Context: an optimization exercise on an open-source flow, tuned for small area, a short achievable clock period and few clock cycles per item. The choices shown serve that exercise and are no tape-out recipe.
Where RTL was checked, it was by simulation tests only, not by an equivalence proof against the original.
No activity file was given, so power comes from the tool's default toggle rates.

## the reference run
==> flow/design.v <==
module securec_core (
    input  wire       clk,
    input  wire       rst,       
    input  wire       we,        
    input  wire [4:0] addr,      
    input  wire [7:0] wdata,     
    output reg  [7:0] rdata,     
    output reg        trig       
);
    localparam [1:0] ST_FIN  = 2'd0;    
    localparam [1:0] ST_MZ   = 2'd1;    
    localparam [1:0] ST_SQR  = 2'd2;    
    localparam [1:0] ST_MUL  = 2'd3;    
    reg [1:0] st;
    reg       done;
    reg       err_mz;
    reg       err_ill;
    reg [7:0] res;        
    reg       tag_exp;    
    reg       one;        
    reg [7:0] ib0, ib1, ib2, ib3, ib4, ib5, ib6, ib7;
    function [7:0] modmul;
        input [7:0] a;
        input [7:0] b;
        input [7:0] n;
        reg [15:0] p;
        reg [9:0]  x;
        reg [10:0] t1, t2, t3;
        reg [9:0]  n3;
        integer    i;
        begin
            p  = a * b;
            n3 = {2'b00, n} + {1'b0, n, 1'b0};
            x  = {2'b00, p[15:8]};
            for (i = 3; i >= 0; i = i - 1) begin
                x  = {x[7:0], p[2*i+1], p[2*i]};
                t1 = {1'b0, x} - {3'b000, n};
                t2 = {1'b0, x} - {2'b00, n, 1'b0};
                t3 = {1'b0, x} - {1'b0, n3};
                if (!t3[10])      x = t3[9:0];
                else if (!t2[10]) x = t2[9:0];
                else if (!t1[10]) x = t1[9:0];
            end
            modmul = x[7:0];
        end
    endfunction
    wire       cmd_write = we && (addr == 5'h00) && !trig;
    wire [7:0] mul_a     = !trig ? 8'd1 : (st[0] ? res : ib0);
    wire [7:0] mm        = modmul(mul_a, ib0, ib2);
    wire [7:0] cmp_or = (ib0 ^ 8'h69) | (ib1 ^ 8'h6E) | (ib2 ^ 8'h66) | (ib3 ^ 8'h69) |
                        (ib4 ^ 8'h6E) | (ib5 ^ 8'h65) | (ib6 ^ 8'h6F) | (ib7 ^ 8'h6E);
    wire ib_write = we && !trig && (addr[4:3] == 2'b10);
    wire [7:0] e_shr = {1'b0, ib1[7:1]};
    always @(posedge clk) begin
        if (ib_write) begin
            case (addr[2:0])
                3'd0: ib0 <= wdata;
                3'd1: ib1 <= wdata;
                3'd2: ib2 <= wdata;
                3'd3: ib3 <= wdata;
                3'd4: ib4 <= wdata;
                3'd5: ib5 <= wdata;
                3'd6: ib6 <= wdata;
                default: ib7 <= wdata;
            endcase
        end else if (cmd_write && wdata == 8'h01) begin
            ib0 <= mm;
            ib1 <= e_shr;
        end else if (trig && st == ST_SQR) begin
            ib0 <= mm;
            if (!ib1[0] || one) ib1 <= e_shr;
        end else if (trig && st == ST_MUL) begin
            ib1 <= e_shr;
        end
    end
    always @(posedge clk) begin
        if (rst) begin
            trig    <= 1'b0;
            done    <= 1'b0;
            err_mz  <= 1'b0;
            err_ill <= 1'b0;
        end else if (!trig) begin
            if (cmd_write) begin
                done    <= 1'b0;
                err_mz  <= 1'b0;
                err_ill <= 1'b0;
                if (wdata[7:2] != 6'd0) begin
                    err_ill <= 1'b1;
                end else begin
                    trig    <= 1'b1;
                    tag_exp <= !wdata[1];
                    st      <= ST_FIN;
                    case (wdata[1:0])
                        2'b00: res <= 8'h3E;
                        2'b01: begin
                            if (ib2 == 8'd0)
                                st <= ST_MZ;
                            else if (e_shr != 8'd0)
                                st <= ST_SQR;
                            res <= ib1[0] ? mm : 8'd1;
                            one <= !ib1[0];
                        end
                        2'b10: res <= {7'd0, cmp_or == 8'd0};
                        default: res <= cmp_or;
                    endcase
                end
            end
        end else begin
            case (st)
                ST_FIN: begin
                    trig <= 1'b0;
                    done <= 1'b1;
                end
                ST_MZ: begin
                    trig   <= 1'b0;
                    err_mz <= 1'b1;
                end
                ST_SQR: begin
                    if (ib1[0]) begin
                        if (one) begin
                            res <= mm;
                            one <= 1'b0;
                            if (e_shr == 8'd0) begin
                                trig <= 1'b0;
                                done <= 1'b1;
                            end
                        end else begin
                            st <= ST_MUL;
                        end
                    end
                end
                default: begin
                    res <= mm;
                    if (e_shr == 8'd0) begin
                        trig <= 1'b0;
                        done <= 1'b1;
                    end else begin
                        st <= ST_SQR;
                    end
                end
            endcase
        end
    end
    always @(*) begin
        case (addr)
            5'h01:   rdata = {3'd0, err_ill, err_mz, err_ill | err_mz, done, trig};
            5'h02:   rdata = res;
            5'h03:   rdata = {6'b011100, tag_exp, 1'b0};
            default: rdata = 8'h00;
        endcase
    end
endmodule
Settings: LEC_CHECK=0, CAP_MARGIN=20, CORE_MARGIN=2, CORE_UTILIZATION=40, SLEW_MARGIN=20; clock period 38.0 ns.
run.sh (not shown) runs the stock make flow with config.mk's settings and CLKGATE_MAP_FILE= SYNTH_SCRIPT=/design/flow/synth_recipe.tcl, a recipe that flattens the netlist after the stock synthesis.
Testbench counts of the reference run, summed over its fixed seeds: cycles 16,084, cmds 1,280.
Modified inputs, the trial run compared to the reference run
--- a/flow/design.v
+++ b/flow/design.v
@@ -18,5 +18,4 @@
     reg [7:0] res;        
     reg       tag_exp;    
-    reg       one;        
     reg [7:0] ib0, ib1, ib2, ib3, ib4, ib5, ib6, ib7;
     function [7:0] modmul;
@@ -46,5 +45,5 @@
     endfunction
     wire       cmd_write = we && (addr == 5'h00) && !trig;
-    wire [7:0] mul_a     = !trig ? 8'd1 : (st[0] ? res : ib0);
+    wire [7:0] mul_a     = !trig ? 8'd1 : ((st == ST_SQR) ? ib0 : res);
     wire [7:0] mm        = modmul(mul_a, ib0, ib2);
     wire [7:0] cmp_or = (ib0 ^ 8'h69) | (ib1 ^ 8'h6E) | (ib2 ^ 8'h66) | (ib3 ^ 8'h69) |
@@ -69,5 +68,5 @@
         end else if (trig && st == ST_SQR) begin
             ib0 <= mm;
-            if (!ib1[0] || one) ib1 <= e_shr;
+            if (!ib1[0]) ib1 <= e_shr;
         end else if (trig && st == ST_MUL) begin
             ib1 <= e_shr;
@@ -99,5 +98,4 @@
                                 st <= ST_SQR;
                             res <= ib1[0] ? mm : 8'd1;
-                            one <= !ib1[0];
                         end
                         2'b10: res <= {7'd0, cmp_or == 8'd0};
@@ -117,16 +115,5 @@
                 end
                 ST_SQR: begin
-                    if (ib1[0]) begin
-                        if (one) begin
-                            res <= mm;
-                            one <= 1'b0;
-                            if (e_shr == 8'd0) begin
-                                trig <= 1'b0;
-                                done <= 1'b1;
-                            end
-                        end else begin
-                            st <= ST_MUL;
-                        end
-                    end
+                    if (ib1[0]) st <= ST_MUL;
                 end
                 default: begin
[summary]
- The trial run: full flow OK, the timing, design-rule and antenna checks passed
- Taking the reference run as the reference, in the trial run proportion of cell area occupied by multi-input gates lower, post-route standard cell area excluding fillers lower, achievable frequency higher, total track usage lower.
- The higher net total in the final layout came out of the reference run.
Testbench counts of the trial run, summed over its fixed seeds: cycles 16,370, cmds 1,280.

========
Another version of the RTL of securec_core (not shown whole).
==> flow/config.mk <==
export PLATFORM = sky130hd
export DESIGN_NAME = securec_core
export DESIGN_NICKNAME = securec_core
export VERILOG_FILES = /design/flow/design.v
export SDC_FILE = /design/flow/constraint.sdc
export NUM_CORES = 4
export LEC_CHECK = 0
export ABC_AREA = 1
export CAP_MARGIN = 20
export CORE_MARGIN = 2
export CORE_UTILIZATION = 40
export SLEW_MARGIN = 20
==> flow/constraint.sdc <==
create_clock -name core_clock -period 38.0 [get_ports {clk}]
set_input_delay 7.6000 -clock core_clock [delete_from_list [all_inputs] [get_ports {clk}]]
set_output_delay 7.6000 -clock core_clock [all_outputs]
set_load 0.01 [all_outputs]
standard.sh (not shown) runs the stock make flow with config.mk's settings and CLKGATE_MAP_FILE= SYNTH_SCRIPT=/design/flow/synth_recipe.tcl, a recipe that flattens the netlist after the stock synthesis.
==> flow/flow/run.sh <==
#!/bin/bash
# The standard layout (standard.sh), with two changes of setting:
# - plain buffers (buf_2) on the input and output ports, not the delay
#   buffer that buffer_ports picks by default;
# - timing repair aimed at a setup slack of 22 ns, so that it works on the
#   paths of the period the design reaches, not only on the clock period.
# The make output goes to standard.log; ORFS's own logs are under orfs/logs.
set -euo pipefail
bash standard.sh "BUFFER_PORTS_ARGS=-buffer_cell sky130_fd_sc_hd__buf_2" SETUP_SLACK_MARGIN=22 finish > standard.log 2>&1
Testbench counts at the start, summed over its fixed seeds: cycles 15,360, cmds 1,280.
==> next run, changes <==
--- a/flow/design.v
+++ b/flow/design.v
@@ -200,17 +200,16 @@
     endfunction
     wire       cmd_write = we && (addr == 5'h00) && !trig;
     wire [7:0] mul_a     = !trig ? 8'd1 : (st[0] ? res : ib0);
     wire [7:0] mm        = modmul(mul_a, ib0, ib2);
     wire [7:0] cmp_or = (ib0 ^ 8'h69) | (ib1 ^ 8'h6E) | (ib2 ^ 8'h66) | (ib3 ^ 8'h69) |
                         (ib4 ^ 8'h6E) | (ib5 ^ 8'h65) | (ib6 ^ 8'h6F) | (ib7 ^ 8'h6E);
     wire ib_write = we && !trig && (addr[4:3] == 2'b10);
     wire [7:0] e_shr = {1'b0, ib1[7:1]};
-    wire       b01   = (ib0[7:1] == 7'd0);    
     always @(posedge clk) begin
         if (ib_write) begin
             case (addr[2:0])
                 3'd0: ib0 <= wdata;
                 3'd1: ib1 <= wdata;
                 3'd2: ib2 <= wdata;
                 3'd3: ib3 <= wdata;
                 3'd4: ib4 <= wdata;
@@ -266,36 +265,32 @@
                     trig <= 1'b0;
                     done <= 1'b1;
                 end
                 ST_MZ: begin
                     trig   <= 1'b0;
                     err_mz <= 1'b1;
                 end
                 ST_SQR: begin
-                    if (b01) begin
-                        if (one || !ib0[0]) res <= ib0;
-                        trig <= 1'b0;
-                        done <= 1'b1;
-                    end else if (ib1[0]) begin
+                    if (ib1[0]) begin
                         if (one) begin
                             res <= mm;
                             one <= 1'b0;
                             if (e_shr == 8'd0) begin
                                 trig <= 1'b0;
                                 done <= 1'b1;
                             end
                         end else begin
                             st <= ST_MUL;
                         end
                     end
                 end
                 default: begin
                     res <= mm;
-                    if (e_shr == 8'd0 || b01) begin
+                    if (e_shr == 8'd0) begin
                         trig <= 1'b0;
                         done <= 1'b1;
                     end else begin
                         st <= ST_SQR;
                     end
                 end
             endcase
         end
The new run finished clean. Wire length fell by a few percent. Critical path depth rose by 1. Via count fell by a few percent. Non-clock buffer count fell by 4. Worst setup slack is worse by 0.076 ns. Fmax fell slightly. Count of clock-buffer cells in the layout is unchanged. Combinational power fell by roughly a tenth. Total power fell by a few percent.
No functional check of the RTL was part of the second run of this note.

-- static timing again, ports no longer ideal --
How much do the figures lean on ideal ports? The routed layouts below were timed once more, with nothing changed but the port constraints.
Step 1 sets driving cells, clkbuf_16 on the clock port and buf_2 on the other inputs (assumed; they add their load-dependent delay and slew).
Step 2, shift: input delay + t, output delay - t, t = (earliest + latest rising clock arrival at the registers) / 2. This alone moves slack from input paths to output paths.
a / b / c = ideal ports / drivers / drivers and shift; a / b = the first two.
run | t, ns | setup slack, ns | worst setup path at the end
the reference run | 0.361 | 20.844 / 20.821 / 20.821 | input to output
the trial run | 0.364 | 20.968 / 20.943 / 20.943 | input to output
the first run of note 2 | 0.364 | 22.010 / 21.971 / 21.971 | input to output
the second run of note 2 | 0.362 | 21.934 / 21.894 / 21.894 | input to output
After both steps every run listed still meets setup and hold. The setup slack of the second run of note 2, which loses most, moves by -0.040 ns with the drivers and by -0.040 ns with both steps.
